This design comes from an exercise in tuning for small area, a short achievable clock period and few clock cycles on the open sky130 flow, not from production work.
Function was checked by simulation only, so behaviour that the tests miss may differ from the original.
No activity file was given, so power comes from the tool's default toggle rates.

// bilinear_scaler
module bilinear_scaler (
    input  wire        clk,
    input  wire        rst,
    input  wire        start,
    input  wire        ch4,
    input  wire [15:0] src_addr,
    input  wire [15:0] dst_addr,
    input  wire [11:0] old_w,
    input  wire [11:0] old_h,
    input  wire [11:0] new_w,
    input  wire [11:0] new_h,
    output reg         busy,
    output reg         done,
    output reg         error,
    output reg         mem_valid,
    output reg         mem_we,
    output reg  [15:0] mem_addr,
    output reg  [7:0]  mem_wdata,
    input  wire        mem_ready,
    input  wire [7:0]  mem_rdata
);
    reg        c4;
    reg [11:0] nw, nh;
    reg [13:0] dnw, dnh;         
    reg [15:0] stride;           
    reg [23:0] den;              
    reg [25:0] den3;             
    reg        fetching;         
    reg [12:0] rx, ry;           
    reg [15:0] pa;               
    reg [15:0] row;              
    reg [15:0] sch;              
    reg [11:0] xc, yc;           
    reg [1:0]  k;                
    reg        par;              
    reg [7:0]  ct0, cb0, ct1, cb1;    
    reg        vt0, vb0, vt1, vb1;
    reg [2:0]  o_tap;            
    reg        mac_hold;         
    reg [3:0]  inflight;         
    reg [15:0] dptr;             
    reg [15:0] dch;              
    reg [5:0]  sv;               
    reg        m_par;
    reg [7:0]  m_p0, m_p1;       
    reg [11:0] m_wx0, m_wx1, m_wy0, m_wy1;
    reg        m_triv, m_lch;
    reg [19:0] ha_s, ha_c;
    reg [19:0] hreg;
    reg [11:0] s_wy0, s_wy1;
    reg        s_triv, s_lch;
    reg [31:0] ps, pc;
    reg [31:0] num;
    reg        a_triv, a_lch;
    reg        den_run;          
    reg [2:0]  den_sv;
    reg        usel;
    reg [23:0] d0_r, d1_r;
    reg [7:0]  d0_l, d1_l;
    reg        d0_triv, d1_triv, d0_lch, d1_lch;
    reg [3:0]  d0_sv, d1_sv;     
    reg [1:0]  qn;
    reg [7:0]  q0, q1;
    reg        q0_lch, q1_lch;
    wire adv   = !mem_valid || mem_ready;
  ...
Size in the first run: ~120 I/O pins, ~60,000 µm² of cells after synthesis.
make LEC_CHECK=0 CAP_MARGIN=20 CORE_MARGIN=2 CORE_UTILIZATION=40 SLEW_MARGIN=20 finish   # period 13.0 ns
run.sh (not shown) runs the stock make flow with config.mk's settings and CLKGATE_MAP_FILE= SYNTH_SCRIPT=/design/flow/synth_recipe.tcl, a recipe that flattens the netlist after the stock synthesis.
Testbench counts at the start, summed over its fixed seeds: cycles 102,712.
Next try:
--- a/flow/design.v
+++ b/flow/design.v
@@ -15,16 +15,17 @@
     output reg         mem_valid,
     output reg         mem_we,
     output reg  [15:0] mem_addr,
     output reg  [7:0]  mem_wdata,
     input  wire        mem_ready,
     input  wire [7:0]  mem_rdata
 );
     reg        c4;
+    reg [11:0] ow, oh;           
     reg [11:0] nw, nh;
     reg [13:0] dnw, dnh;         
     reg [15:0] stride;           
     reg [23:0] den;              
     reg [25:0] den3;             
     reg        fetching;         
     reg [12:0] rx, ry;           
     reg [15:0] pa;               
@@ -59,19 +60,20 @@
     reg [7:0]  d0_l, d1_l;
     reg        d0_triv, d1_triv, d0_lch, d1_lch;
     reg [3:0]  d0_sv, d1_sv;     
     reg [1:0]  qn;
     reg [7:0]  q0, q1;
     reg        q0_lch, q1_lch;
     wire adv   = !mem_valid || mem_ready;
     wire rd_ok = mem_valid && !mem_we;
-    reg         xnorm, ynorm, xi, yi;
-    wire [12:0] rxn = rx - {1'b0, nw};
-    wire [12:0] ryn = ry - {1'b0, nh};
+    wire        xnorm = (rx >= {1'b0, nw});
+    wire        ynorm = (ry >= {1'b0, nh});
+    wire        xi = (rx != 13'd0);
+    wire        yi = (ry != 13'd0);
     wire        triv = !xi && !yi;
     wire [11:0] nrx = nw - rx[11:0];
     wire [11:0] nry = nh - ry[11:0];
     wire [1:0]  cn1 = c4 ? 2'd3 : 2'd2;
     wire [15:0] cval = c4 ? 16'd4 : 16'd3;
     wire va = par ? vt1 : vt0;
     wire vb = par ? vt0 : vt1;
     wire vc = par ? vb1 : vb0;
@@ -194,37 +196,37 @@
             if (!fetching && inflight == 4'd0) begin
                 busy      <= 1'b0;
                 done      <= 1'b1;
                 mem_valid <= 1'b0;
             end
         end
     end
     always @(posedge clk) begin
+        dnw    <= {2'b0, ow} - 14'd1 - {2'b0, nw};
+        dnh    <= {2'b0, oh} - 14'd1 - {2'b0, nh};
+        stride <= c4 ? {2'b0, ow, 2'b0} : {4'b0, ow} + {3'b0, ow, 1'b0};
+    end
+    always @(posedge clk) begin
         if (!busy) begin
             c4     <= ch4;
-            dnw    <= {2'b0, old_w} - 14'd1 - {2'b0, new_w};
-            dnh    <= {2'b0, old_h} - 14'd1 - {2'b0, new_h};
-            stride <= ch4 ? {2'b0, old_w, 2'b0} : {4'b0, old_w} + {3'b0, old_w, 1'b0};
+            ow     <= old_w;
+            oh     <= old_h;
             nw     <= new_w;
             nh     <= new_h;
             hreg   <= {8'd0, new_w};
             s_wy0  <= new_h;
             usel   <= 1'b0;
             pa     <= src_addr;
             row    <= src_addr;
             sch    <= src_addr;
             dptr   <= dst_addr;
             dch    <= dst_addr;
             rx     <= 13'd0;
             ry     <= 13'd0;
-            xnorm  <= 1'b0;
-            ynorm  <= 1'b0;
-            xi     <= 1'b0;
-            yi     <= 1'b0;
             xc     <= new_w - 12'd1;
             yc     <= new_h - 12'd1;
             k      <= 2'd0;
             par    <= 1'b0;
             ct0 <= 8'd0; cb0 <= 8'd0; ct1 <= 8'd0; cb1 <= 8'd0;
             vt0 <= 1'b0; vb0 <= 1'b0; vt1 <= 1'b0; vb1 <= 1'b0;
             mem_we <= 1'b0;
         end else if (adv) begin
@@ -326,66 +328,54 @@
                 m_wy0  <= triv ? 12'd1 : nry;
                 m_wy1  <= ry[11:0];
                 m_triv <= triv;
                 m_lch  <= last_px;
                 if (xc != 12'd0) begin
                     xc <= xc - 12'd1;
                     if (rxw) begin
                         rx  <= rxb[12:0];
-                        xnorm <= (rxb[12:0] >= {1'b0, nw});
-                        xi  <= (rxb[12:0] != 13'd0);
                         pa  <= pa + cval;
                         par <= !par;
                         if (par) begin vt1 <= 1'b0; vb1 <= 1'b0; end
                         else     begin vt0 <= 1'b0; vb0 <= 1'b0; end
                     end else begin
                         rx <= rxa[12:0];
-                        xi <= (rxa[12:0] != 13'd0);
                     end
                 end else begin
                     vt0 <= 1'b0; vb0 <= 1'b0; vt1 <= 1'b0; vb1 <= 1'b0;
                     rx <= 13'd0;
-                    xi <= 1'b0;
                     xc <= nw - 12'd1;
                     if (yc != 12'd0) begin
                         yc <= yc - 12'd1;
                         if (ryw) begin
                             ry  <= ryb[12:0];
-                            ynorm <= (ryb[12:0] >= {1'b0, nh});
-                            yi  <= (ryb[12:0] != 13'd0);
                             row <= row + stride;
                             pa  <= row + stride;
                         end else begin
                             ry  <= rya[12:0];
-                            yi  <= (rya[12:0] != 13'd0);
                             pa  <= row;
                         end
                     end else if (k != cn1) begin
                         k   <= k + 2'd1;
                         yc  <= nh - 12'd1;
                         ry  <= 13'd0;
-                        yi  <= 1'b0;
                         sch <= sch + 16'd1;
                         row <= sch + 16'd1;
                         pa  <= sch + 16'd1;
                     end
                 end
             end else if (fetching && xnorm) begin
-                rx  <= rxn;
-                xnorm <= (rxn >= {1'b0, nw});
-                xi  <= (rxn != 13'd0);
+                rx  <= rx - {1'b0, nw};
                 pa  <= pa + cval;
                 par <= !par;
                 if (par) begin vt1 <= 1'b0; vb1 <= 1'b0; end
                 else     begin vt0 <= 1'b0; vb0 <= 1'b0; end
             end else if (fetching && ynorm) begin
-                ry  <= ryn;
-                ynorm <= (ryn >= {1'b0, nh});
-                yi  <= (ryn != 13'd0);
+                ry  <= ry - {1'b0, nh};
                 row <= row + stride;
                 pa  <= row + stride;
             end
         end
     end
 endmodule
 module csa_mul (
     input  wire [19:0] a,
Outcome: The new run completed with no timing, DRC or antenna violations; worst setup slack is worse by 7.9 ps; cell area came out lower by 2.0%; die area came out lower by 1.8%; critical path depth came out higher by 8; fmax stays flat; global-route usage came out higher by 1.3 points; total power came out higher by 1.8%; sequential power came out higher by about 3%.
Testbench counts after the change, summed over its fixed seeds: cycles 102,712.

[re-timing with driven ports]
In the flow no input, the clock included, has a driving cell. The finished layouts below were timed again as built, in two steps. Step 1: set_driving_cell puts a clkbuf_16 on clk and a buf_2 on each other input, an assumption about the parent block. Step 2 moves the port delays by t, midway between the first and last clock arrival at a register: inputs arrive t later, outputs are due t later. That takes back most of the time a late clock gives input paths. a / b / c = no drivers / after step 1 / after step 2; a / b = the first two.
| run | t, ns | setup slack, ns | clock arrival spread, ns |
|---|---|---|---|
| the first run | 0.750 | 7.426 / 7.426 / 6.831 | 0.070 / 0.070 |
| the second run | 0.780 | 7.418 / 7.418 / 7.391 | 0.063 / 0.063 |
After both steps setup and hold are still met in every run listed. The setup slack of the first run, which loses most, moves by 0.000 ns with the drivers and by -0.595 ns with both steps.
